What follows belongs to an exercise in optimizing a design on an open flow for a short achievable clock period and few clock cycles; a production flow would make more cautious choices.
RTL that was checked went through simulation tests only; none was proved equivalent to the original.

==> 10-14 <==
// hc11mon_dl
module hc11mon_dl #(
    parameter [15:0] MIN      = 16'h0400,
    parameter [15:0] MAX      = 16'h7DFF,
    parameter [15:0] LF_START = 16'h1000,
    parameter [15:0] LF_MAX   = 16'h7DC0
) (
    input  wire        clk,
    input  wire        rst,
    input  wire        cmd_valid,
    output wire        cmd_ready,
    input  wire [1:0]  cmd_op,
    input  wire [15:0] cmd_start,
    input  wire [15:0] cmd_end,
    input  wire        in_valid,
    output wire        in_ready,
    input  wire [7:0]  in_data,
    input  wire        in_eos,
    output wire        mem_req,
    output wire        mem_we,
    output wire [15:0] mem_addr,
    output wire [7:0]  mem_wdata,
    input  wire        mem_ack,
    input  wire [7:0]  mem_rdata,
    output reg         ev_valid,
    input  wire        ev_ready,
    output reg  [2:0]  ev_type,
    output reg  [15:0] ev_addr,
    output reg  [15:0] ev_data,
    output reg  [15:0] ev_line,
    output reg  [2:0]  ev_kind,
    output reg         ev_flag,
    output reg  [2:0]  ev_len,
    output reg  [47:0] ev_raw,
    output reg  [2:0]  ev_fam,
    output reg  [3:0]  ev_sfx,
    output reg  [2:0]  ev_opform
);
clock: 5.0 ns
lec_check: 0
abc_clock_period_in_ps: 1500
cap_margin: 20
core_margin: 2
core_utilization: 40
place_density: 0.6
setup_slack_margin: 3.2
slew_margin: 20
run.sh (not shown) runs the stock make flow with config.mk's settings and CLKGATE_MAP_FILE= SYNTH_SCRIPT=/design/flow/synth_recipe.tcl, a recipe that flattens the netlist after the stock synthesis.
==> inputs of 08-02, as changes to 10-14 <==
--- a/flow/design.v
+++ b/flow/design.v
@@ -168,12 +168,14 @@
     reg        al_pend;
     reg [7:0]  cnt;
     reg [7:0]  c1;
     reg        c1_hv;
     reg [3:0]  c1_nib;
-    reg        e_v, e_eos, e_fmt, e_dat, e_wcb, e_ck;
-    reg [3:0]  e_c2n;
+    reg        pe_v;
+    reg [2:0]  pe_type;
+    reg [2:0]  pe_kind;
+    reg [15:0] pe_addr, pe_data;
     assign cmd_ready = cmd_ready_r;
     assign in_ready  = in_ready_r;
     assign mem_req   = mreq;
     assign mem_we    = mwe;
     assign mem_addr  = ma;
@@ -213,13 +215,11 @@
     wire dpop    = (ts == T_DIS) && (fc != 2'd0) && (!d_ends || can_push);
     wire dlast   = single || seen_end || h_eq;
     wire [47:0] raw_ev = {pos1h[5] ? b : raw[47:40], pos1h[4] ? b : raw[39:32],
                           pos1h[3] ? b : raw[31:24], pos1h[2] ? b : raw[23:16],
                           pos1h[1] ? b : raw[15:8],  pos1h[0] ? b : raw[7:0]};
-    wire l_eval = (ts == T_LOAD) && (ls == L_WIN) && full && !e_v && (s9f || (s1f && !(hvf && rngf)));
-    wire e_evt  = e_eos || e_fmt || !e_dat || e_wcb;    
-    wire e_prog = !e_eos && !e_fmt && !e_dat && e_ck;   
+    wire l_eval = (ts == T_LOAD) && (ls == L_WIN) && full && !pe_v && (s9f || (s1f && !(hvf && rngf)));
     reg        push;
     reg [2:0]  p_type;
     reg [15:0] p_addr, p_data, p_line;
     reg [2:0]  p_kind;
     reg        p_flag;
@@ -266,25 +266,16 @@
                 p_addr = ia;
                 p_flag = !d_null;
                 p_data = (st_opnd && ost[1]) ? {hi, b} : {8'h00, d_null ? 8'h00 : b};
             end
             default: begin
-                if (e_v) begin
-                    push = e_evt && can_push;
-                    if (e_eos)
-                        p_kind = ERR_STREAMEND;
-                    else if (e_fmt)
-                        p_kind = ERR_FORMAT;
-                    else if (e_dat) begin
-                        p_kind = ERR_BOUNDS;
-                        p_addr = ma;
-                    end else if (e_ck)
-                        p_type = EV_PROGRESS;
-                    else begin
-                        p_kind = ERR_CHECKSUM;
-                        p_data = {fsum, c1_nib, e_c2n};
-                    end
+                if (pe_v) begin
+                    push   = can_push;
+                    p_type = pe_type;
+                    p_kind = pe_kind;
+                    p_addr = pe_addr;
+                    p_data = pe_data;
                 end else if (l_eval) begin
                     push = can_push;
                     if (s9f) begin
                         p_type = EV_SUMMARY;
                         p_flag = first_v;
@@ -310,24 +301,32 @@
                          (acc != 8'hFF);
     wire        hdr_go = full && s1f && hvf && rngf;
     wire [7:0]  hdr_n  = {wn2, wn3};
     wire [15:0] la_n   = {wn5, wn6, wn7, in_nib};
     wire        rng_n  = (la_n >= LF_START) && (la_n <= LF_MAX);
+    wire        pe_pushed = pe_v && can_push;
     reg [1:0]  ls_n;
     reg        ts_fin;        
-    reg        e_set;
+    reg        pe_set;
+    reg [2:0]  pe_type_n, pe_kind_n;
+    reg [15:0] pe_addr_n, pe_data_n;
     reg        want_n;        
     reg        wr_n;          
     reg        mreq_wr_n;
     always @(*) begin
         ls_n      = ls;
         ts_fin    = 1'b0;
-        e_set     = 1'b0;
+        pe_set    = 1'b0;
+        pe_type_n = EV_REPORT;
+        pe_kind_n = ERR_FORMAT;
+        pe_addr_n = 16'h0000;
+        pe_data_n = 16'h0000;
         wr_n      = 1'b0;
         want_n    = 1'b0;
         if (in_take && in_eos) begin
-            e_set     = 1'b1;
+            pe_set    = 1'b1;
+            pe_kind_n = ERR_STREAMEND;
             ls_n      = L_STOP;
             ts_fin    = 1'b1;
         end else begin
             case (ls)
                 L_WIN: begin
@@ -350,27 +349,35 @@
                     if (in_take) ls_n = L_C2;
                 end
                 L_C2: begin
                     want_n = 1'b1;
                     if (in_take) begin
-                        e_set = 1'b1;
                         if (!(c1_hv && in_hv)) begin
+                            pe_set = 1'b1;
                             ls_n   = L_STOP;
                             ts_fin = 1'b1;
                             want_n = 1'b0;
                         end else if (cnt != 8'd0) begin
                             if (wc_bad) begin
+                                pe_set    = 1'b1;
+                                pe_kind_n = ERR_BOUNDS;
+                                pe_addr_n = ma;
                                 ls_n      = L_STOP;
                                 ts_fin    = 1'b1;
                                 want_n    = 1'b0;
                             end else begin
                                 wr_n = 1'b1;
                                 ls_n = L_C1;
                             end
                         end else if (ck_ok) begin
+                            pe_set    = 1'b1;
+                            pe_type_n = EV_PROGRESS;
                             ls_n      = L_WIN;
                         end else begin
+                            pe_set    = 1'b1;
+                            pe_kind_n = ERR_CHECKSUM;
+                            pe_data_n = {fsum, c1_nib, in_nib};
                             ls_n      = L_STOP;
                             ts_fin    = 1'b1;
                             want_n    = 1'b0;
                         end
                     end
@@ -378,12 +385,12 @@
                 default: ;
             endcase
         end
         mreq_wr_n = wr_n || (mreq && !mem_ack);
     end
-    wire e_v_n = e_set || (e_v && e_evt && !can_push);
-    wire pe_free_n = !e_v_n || !t_v_n;
+    wire pe_v_n = pe_set || (pe_v && !can_push);
+    wire pe_free_n = !pe_v_n || !t_v_n;
     wire al_wait_n  = (ls == L_WIN) && hdr_go && (hdr_n < 8'd4);
     wire ld_ready_n = want_n && pe_free_n &&
                       !(ls_n == L_C2 && (mreq_wr_n || al_wait_n)) && (ls_n != L_STOP);
     wire       rpush = mreq && mem_ack && !mwe && rd_on;
     wire [1:0] fc_n  = fc + {1'b0, rpush} - {1'b0, dpop};
@@ -399,11 +406,11 @@
             fc          <= 2'd0;
             ev_valid    <= 1'b0;
             t_v         <= 1'b0;
             add_pend    <= 1'b0;
             al_pend     <= 1'b0;
-            e_v         <= 1'b0;
+            pe_v        <= 1'b0;
         end else begin
             ev_valid <= ev_valid_n;
             t_v      <= t_v_n;
             if (head_free) begin
                 if (t_v) begin
@@ -492,35 +499,30 @@
             if (ts == T_LOAD) begin
                 ls         <= ls_n;
                 in_ready_r <= ld_ready_n;
                 if (ts_fin) ts <= T_FIN;
             end
-            e_v <= e_v_n;
-            if (e_set) begin
-                e_eos <= in_eos;
-                e_fmt <= !(c1_hv && in_hv);
-                e_dat <= (cnt != 8'd0);
-                e_wcb <= wc_bad;
-                e_ck  <= ck_ok;
-                e_c2n <= in_nib;
+            pe_v <= pe_v_n;
+            if (pe_set) begin
+                pe_type <= pe_type_n;
+                pe_kind <= pe_kind_n;
+                pe_addr <= pe_addr_n;
+                pe_data <= pe_data_n;
             end
-            if (e_v && e_prog && can_push)
-                line <= line + 16'd1;
             if (mwe) mreq <= mreq_wr_n;
             if (mwe && mreq && mem_ack) begin
                 ma      <= ma + 16'd1;
                 written <= written + 16'd1;
             end
             if (wr_n) begin
                 wdat     <= {c1_nib, in_nib};
                 add_pend <= 1'b1;
+                cnt      <= cnt - 8'd1;
             end else
                 add_pend <= 1'b0;
-            if (add_pend) begin
+            if (add_pend)
                 acc <= acc + wdat;
-                cnt <= cnt - 8'd1;
-            end
             else if (al_pend)
                 acc <= acc + {wn6, wn7};
             al_pend <= 1'b0;
             if ((ts == T_LOAD) && (ls == L_WIN) && hdr_go && !(in_take && in_eos)) begin
                 if (!first_v) begin
@@ -552,10 +554,11 @@
                     c1     <= in_data;
                     c1_hv  <= in_hv;
                     c1_nib <= in_nib;
                 end
                 if (ls == L_C2 && ls_n == L_WIN) begin
+                    line <= line + 16'd1;
                     wcnt <= 3'd0;
                     full <= 1'b0;
                     wgo  <= 1'b1;
                 end
             end
@@ -621,11 +624,11 @@
                 T_DEND: begin
                     if (push) ts <= T_FIN;
                 end
                 T_FIN: begin
                     in_ready_r <= 1'b0;
-                    if (!ev_valid_n && !t_v_n && !e_v_n && !(mreq && !mem_ack)) begin
+                    if (!ev_valid_n && !t_v_n && !pe_v_n && !(mreq && !mem_ack)) begin
                         ts          <= T_IDLE;
                         cmd_ready_r <= 1'b1;
                     end
                 end
                 T_LOAD: ;
==> inputs of 09-23, as changes to 10-14 <==
--- a/flow/design.v
+++ b/flow/design.v
@@ -127,11 +127,14 @@
     reg        mwe;
     reg [15:0] ma;
     reg [7:0]  wdat;
     localparam FW = 8 + 16 + 1 + 23;
     reg        rd_on;
-    reg [1:0]  fc;
+    reg        f0_v, f1_v;
+    reg        dis_on, ld_on;    
+    reg [7:0]  fx_hi, fx_lo;      
+    reg        acc_ff;            
     reg [FW-1:0] f0, f1;
     reg        st_opnd;
     reg [1:0]  k;
     reg        pbx, pby, pbix, pbiy;
     reg [1:0]  ost;
@@ -208,16 +211,19 @@
     wire        h_pbix = f0[6];
     wire        h_pbiy = f0[5];
     wire h_escg  = h_esc && (k != 2'd3);
     wire d_ends  = st_opnd ? ost[0] : !(h_fam || h_escg);
     wire d_null  = !st_opnd;
-    wire dpop    = (ts == T_DIS) && (fc != 2'd0) && (!d_ends || can_push);
+    wire dpop    = dis_on && f0_v && can_push;
     wire dlast   = single || seen_end || h_eq;
     wire [47:0] raw_ev = {pos1h[5] ? b : raw[47:40], pos1h[4] ? b : raw[39:32],
                           pos1h[3] ? b : raw[31:24], pos1h[2] ? b : raw[23:16],
                           pos1h[1] ? b : raw[15:8],  pos1h[0] ? b : raw[7:0]};
-    wire l_eval = (ts == T_LOAD) && (ls == L_WIN) && full && !e_v && (s9f || (s1f && !(hvf && rngf)));
+    wire l_eval = ld_on && (ls == L_WIN) && full && !e_v && (s9f || (s1f && !(hvf && rngf)));
+    wire s9_early = ld_on && (ls == L_WIN) && in_take && !in_eos &&
+                    !(full && (s1f || s9f)) && (full || wcnt == 3'd7) && wS[1] && w9[2] &&
+                    !e_v && can_push;
     wire e_evt  = e_eos || e_fmt || !e_dat || e_wcb;    
     wire e_prog = !e_eos && !e_fmt && !e_dat && e_ck;   
     reg        push;
     reg [2:0]  p_type;
     reg [15:0] p_addr, p_data, p_line;
@@ -281,13 +287,13 @@
                         p_type = EV_PROGRESS;
                     else begin
                         p_kind = ERR_CHECKSUM;
                         p_data = {fsum, c1_nib, e_c2n};
                     end
-                end else if (l_eval) begin
+                end else if (l_eval || s9_early) begin
                     push = can_push;
-                    if (s9f) begin
+                    if (s9f || s9_early) begin
                         p_type = EV_SUMMARY;
                         p_flag = first_v;
                         p_addr = first;
                         p_data = written;
                     end else begin
@@ -304,12 +310,11 @@
     wire t_v_n      = head_free ? (t_v && push) : (t_v || push);
     wire        in_hv  = hexv(in_data);
     wire [3:0]  in_nib = hexn(in_data);
     wire        wc_bad = (ma < MIN) || (ma > MAX);
     wire [7:0]  fsum   = ~acc;
-    wire        ck_ok  = (c1 == hexc(fsum[7:4])) && (in_data == hexc(fsum[3:0])) &&
-                         (acc != 8'hFF);
+    wire        ck_ok  = (c1 == fx_hi) && (in_data == fx_lo) && !acc_ff;
     wire        hdr_go = full && s1f && hvf && rngf;
     wire [7:0]  hdr_n  = {wn2, wn3};
     wire [15:0] la_n   = {wn5, wn6, wn7, in_nib};
     wire        rng_n  = (la_n >= LF_START) && (la_n <= LF_MAX);
     reg [1:0]  ls_n;
@@ -337,10 +342,13 @@
                     end else if (full && (s9f || s1f)) begin
                         if (l_eval && can_push) begin
                             ls_n   = L_STOP;
                             ts_fin = 1'b1;
                         end
+                    end else if (s9_early) begin
+                        ls_n   = L_STOP;
+                        ts_fin = 1'b1;
                     end else if (in_take) begin
                         want_n = !(full || wcnt == 3'd7) || !(wS[1] && (w1[2] || w9[2])) ||
                                  (w1[2] && (&whv[7:3]) && in_hv && rng_n);
                     end else
                         want_n = wgo;
@@ -384,21 +392,29 @@
     wire pe_free_n = !e_v_n || !t_v_n;
     wire al_wait_n  = (ls == L_WIN) && hdr_go && (hdr_n < 8'd4);
     wire ld_ready_n = want_n && pe_free_n &&
                       !(ls_n == L_C2 && (mreq_wr_n || al_wait_n)) && (ls_n != L_STOP);
     wire       rpush = mreq && mem_ack && !mwe && rd_on;
-    wire [1:0] fc_n  = fc + {1'b0, rpush} - {1'b0, dpop};
+    wire       ffull_n = !dpop && (f1_v || (f0_v && rpush));
+    wire       hdr_set = ld_on && (ls == L_WIN) && hdr_go;
+    wire [7:0] acc_nx  = hdr_set ? hdr_n + {wn4, wn5} :
+                         add_pend ? acc + wdat :
+                         al_pend ? acc + {wn6, wn7} : acc;
+    wire [7:0] fsum_nx = ~acc_nx;
     integer i;
     always @(posedge clk) begin
         if (rst) begin
             ts          <= T_IDLE;
             cmd_ready_r <= 1'b1;
             in_ready_r  <= 1'b0;
             mreq        <= 1'b0;
             mwe         <= 1'b0;
             rd_on       <= 1'b0;
-            fc          <= 2'd0;
+            f0_v        <= 1'b0;
+            f1_v        <= 1'b0;
+            dis_on      <= 1'b0;
+            ld_on       <= 1'b0;
             ev_valid    <= 1'b0;
             t_v         <= 1'b0;
             add_pend    <= 1'b0;
             al_pend     <= 1'b0;
             e_v         <= 1'b0;
@@ -422,22 +438,25 @@
                 t_fam <= p_fam; t_sfx <= p_sfx; t_opform <= p_opform;
             end
             if (rpush) ma <= ma + 16'd1;
             case ({rpush, dpop})
                 2'b10: begin
-                    if (fc == 2'd0) f0 <= f_new;
-                    else            f1 <= f_new;
+                    if (!f0_v) begin f0 <= f_new; f0_v <= 1'b1; end
+                    else       begin f1 <= f_new; f1_v <= 1'b1; end
+                end
+                2'b01: begin
+                    f0   <= f1;
+                    f0_v <= f1_v;
+                    f1_v <= 1'b0;
                 end
-                2'b01: f0 <= f1;
                 2'b11: begin
-                    if (fc == 2'd1) f0 <= f_new;
+                    if (!f1_v) f0 <= f_new;
                     else begin f0 <= f1; f1 <= f_new; end
                 end
                 default: ;
             endcase
-            fc <= fc_n;
-            if (rd_on) mreq <= (fc_n != 2'd2);
+            if (rd_on) mreq <= !ffull_n;
             if (dpop) begin
                 seen_end <= seen_end | h_eq;
                 raw      <= raw_ev;
                 if (d_ends) begin
                     st_opnd <= 1'b0;
@@ -445,14 +464,16 @@
                     pbx <= 1'b1; pby <= 1'b0; pbix <= 1'b1; pbiy <= 1'b0;
                     pos     <= 3'd0;
                     pos1h   <= 6'd1;
                     ia      <= h_ap1;
                     if (dlast) begin
-                        rd_on <= 1'b0;
-                        mreq  <= 1'b0;
-                        fc    <= 2'd0;
-                        ts    <= single ? T_FIN : T_DEND;
+                        rd_on  <= 1'b0;
+                        mreq   <= 1'b0;
+                        f0_v   <= 1'b0;
+                        f1_v   <= 1'b0;
+                        dis_on <= 1'b0;
+                        ts     <= single ? T_FIN : T_DEND;
                     end
                 end else begin
                     pos   <= pos + 3'd1;
                     pos1h <= {pos1h[4:0], 1'b0};
                     if (!st_opnd) begin
@@ -487,14 +508,17 @@
                         end else
                             ost <= O_LAST16;
                     end
                 end
             end
-            if (ts == T_LOAD) begin
+            if (ld_on) begin
                 ls         <= ls_n;
                 in_ready_r <= ld_ready_n;
-                if (ts_fin) ts <= T_FIN;
+                if (ts_fin) begin
+                    ts    <= T_FIN;
+                    ld_on <= 1'b0;
+                end
             end
             e_v <= e_v_n;
             if (e_set) begin
                 e_eos <= in_eos;
                 e_fmt <= !(c1_hv && in_hv);
@@ -508,33 +532,30 @@
             if (mwe) mreq <= mreq_wr_n;
             if (mwe && mreq && mem_ack) begin
                 ma      <= ma + 16'd1;
                 written <= written + 16'd1;
             end
-            if (wr_n) begin
-                wdat     <= {c1_nib, in_nib};
-                add_pend <= 1'b1;
-            end else
-                add_pend <= 1'b0;
-            if (add_pend) begin
-                acc <= acc + wdat;
+            if (in_take && ls == L_C2)
+                wdat <= {c1_nib, in_nib};
+            add_pend <= wr_n;
+            if (add_pend)
                 cnt <= cnt - 8'd1;
-            end
-            else if (al_pend)
-                acc <= acc + {wn6, wn7};
+            acc    <= acc_nx;
+            fx_hi  <= hexc(fsum_nx[7:4]);
+            fx_lo  <= hexc(fsum_nx[3:0]);
+            acc_ff <= (acc_nx == 8'hFF);
             al_pend <= 1'b0;
-            if ((ts == T_LOAD) && (ls == L_WIN) && hdr_go && !(in_take && in_eos)) begin
+            if (hdr_set) begin
                 if (!first_v) begin
                     first_v <= 1'b1;
                     first   <= {wn4, wn5, wn6, wn7};
                 end
-                acc     <= hdr_n + {wn4, wn5};
                 al_pend <= 1'b1;
                 ma      <= {wn4, wn5, wn6, wn7};
                 cnt     <= (hdr_n >= 8'd3) ? hdr_n - 8'd3 : 8'd0;
             end
-            if ((ts == T_LOAD) && in_take && !in_eos) begin
+            if (ld_on && in_take && !in_eos) begin
                 if (ls == L_WIN && !hdr_go) begin
                     wn0 <= wn1; wn1 <= wn2; wn2 <= wn3; wn3 <= wn4;
                     wn4 <= wn5; wn5 <= wn6; wn6 <= wn7; wn7 <= in_nib;
                     whv  <= {in_hv, whv[7:1]};
                     wS   <= {in_data == "S", wS[7:1]};
@@ -572,28 +593,31 @@
                         pbx <= 1'b1; pby <= 1'b0; pbix <= 1'b1; pbiy <= 1'b0;
                         pos      <= 3'd0;
                         pos1h    <= 6'd1;
                         seen_end <= 1'b0;
                         ia       <= cmd_start;
-                        fc       <= 2'd0;
+                        f0_v     <= 1'b0;
+                        f1_v     <= 1'b0;
                         case (cmd_op)
                             OP_DECODE, OP_DISASM: begin
                                 single      <= (cmd_op == OP_DECODE);
                                 ma          <= cmd_start;
                                 mwe         <= 1'b0;
                                 mreq        <= 1'b1;
                                 rd_on       <= 1'b1;
                                 cmd_ready_r <= 1'b0;
                                 ts          <= (cmd_op == OP_DECODE) ? T_DIS : T_DCHK;
+                                dis_on      <= (cmd_op == OP_DECODE);
                             end
                             OP_LOAD: begin
                                 mwe         <= 1'b1;
                                 mreq        <= 1'b0;
                                 rd_on       <= 1'b0;
                                 cmd_ready_r <= 1'b0;
                                 in_ready_r  <= 1'b1;
                                 ts          <= T_LOAD;
+                                ld_on       <= 1'b1;
                                 ls          <= L_WIN;
                                 wcnt        <= 3'd0;
                                 full        <= 1'b0;
                                 wgo         <= 1'b1;
                                 line        <= 16'd1;
@@ -605,27 +629,29 @@
                         endcase
                     end
                 end
                 T_DCHK: begin
                     if (push) begin
-                        if (!(r_range || r_sbad || r_ebad))
-                            ts <= T_DIS;
-                        else begin
+                        if (!(r_range || r_sbad || r_ebad)) begin
+                            ts     <= T_DIS;
+                            dis_on <= 1'b1;
+                        end else begin
                             rd_on <= 1'b0;
                             mreq  <= 1'b0;
-                            fc    <= 2'd0;
+                            f0_v  <= 1'b0;
+                            f1_v  <= 1'b0;
                             ts    <= T_FIN;
                         end
                     end
                 end
                 T_DIS: ;    
                 T_DEND: begin
                     if (push) ts <= T_FIN;
                 end
                 T_FIN: begin
                     in_ready_r <= 1'b0;
-                    if (!ev_valid_n && !t_v_n && !e_v_n && !(mreq && !mem_ack)) begin
+                    if (!t_v && (!ev_valid || ev_ready) && !e_v && !(mreq && !mem_ack)) begin
                         ts          <= T_IDLE;
                         cmd_ready_r <= 1'b1;
                     end
                 end
                 T_LOAD: ;
Settings changed: ABC_CLOCK_PERIOD_IN_PS 1500 to 1000, CORE_UTILIZATION 40 to 50, PLACE_DENSITY 0.6 to 0.65, SETUP_SLACK_MARGIN 3.2 to 3.0, TNS_END_PERCENT from default to 100.
==> results.sh <==
export IMPL_status="no timing/DRC/antenna violations"
export IMPL_skew_ps=35.1
export IMPL_critPathTopFamily="compound AO/OA/AOI/OAI gates"
export IMPL_insertion_delay_ps=630
export IMPL_start_kind="register"
export IMPL_synth_edf_count=634
export IMPL_multi_input_area_um2=12300
export IMPL_whs_endpoint="wS[5]$_DFFE_PP_"
export IMPL_post_place_ws_ps=912
export IMPL_synth_commonest_cells="634 x edfxtp_1, 210 x nand2_1, 164 x mux2_2"
export IMPL_flops_and_latches=651
export IMPL_fp_dieW_um=250
export IMPL_grt_pass1_vias=21100
export IMPL_fin_cells=3631
Source of the figures above: 09-23

==> results.sh <==
export IMPL_insertion_delay_ps=640
export IMPL_grt_pass1_vias=21000
export IMPL_power_mw=12.8
export IMPL_status="no timing/DRC/antenna violations"
export IMPL_whs_endpoint="w1[2]$_DFFE_PP_"
export IMPL_post_place_ws_ps=920
export IMPL_flops_and_latches=636
export IMPL_multi_input_area_um2=12100
export IMPL_fin_cells=3815
export IMPL_synth_edf_count=621
export IMPL_async_reset_ff_frac=0
export IMPL_final_area_um2=41800
export IMPL_synth_commonest_cells="621 x edfxtp_1, 193 x nand2_1, 169 x mux2_2"
export IMPL_cts_tree="yes"
export IMPL_start_kind="register"
export IMPL_syn_cell_area_um2=29200
export IMPL_critPathTopFamily="buffers and inverters"
Source of the figures above: 10-14

==> results.sh <==
export IMPL_status="no timing/DRC/antenna violations"
export IMPL_cpMaxStageDelayCell="or4_4"
export IMPL_post_place_ws_ps=699
export IMPL_multi_input_area_um2=12800
export IMPL_hold_buffers=0
export IMPL_fp_dieW_um=279
export IMPL_synth_edf_count=648
export IMPL_power_mw=13.3
export IMPL_critPathTopFamily="simple AND/OR/NAND/NOR gates"
export IMPL_whs_endpoint="wS[4]$_DFFE_PP_"
export IMPL_fin_cells=3891
export IMPL_start_kind="input pin"
export IMPL_cts_tree="yes"
export IMPL_flops_and_latches=663
export IMPL_wl_met1_um=40900
export IMPL_insertion_delay_ps=650
export IMPL_grt_pass1_vias=22000
export IMPL_synth_commonest_cells="648 x edfxtp_1, 199 x nand2_1, 169 x mux2_2"
export IMPL_vdd_drop_max_v=0.000277
export IMPL_tapCellCount=969
Source of the figures above: 08-02

Testbench counts of 10-14, summed over its fixed seeds: cycles 43,679.
Testbench counts of 08-02, summed over its fixed seeds: cycles 43,679.
Only the layout flow was run in 09-23; the RTL was not checked for function there.

==> afterwards: timing with drivers on the ports <==
The flow's constraints put no driver on any port. The routed layouts listed below were extracted and timed again, unchanged, in two steps.
Step 1 assumes that a clkbuf_16 drives the clock port and a buf_2 every other input.
Step 2, shift: input delay + t, output delay - t, t = (earliest + latest rising clock arrival at the registers) / 2. This alone moves slack from input paths to output paths.
Slacks: ideal ports / drivers / drivers and shift; pairs: ideal ports / drivers.
run | t (ns) | setup WS [ns] | hold WS [ns] | worst data-port slew with drivers (ns)
10-14 | 0.694 | 2.186 / 2.186 / 1.688 | 0.422 / 0.422 / 0.422 | 0.15
08-02 | 0.693 | 1.973 / 1.986 / 1.294 | 0.414 / 0.414 / 0.414 | 0.10
09-23 | 0.672 | 2.159 / 2.159 / 1.621 | 0.418 / 0.418 / 0.418 | 0.14
After both steps every run listed still meets setup and hold. The setup slack of 08-02, which loses most, moves by +0.013 ns with the drivers and by -0.679 ns with both steps.
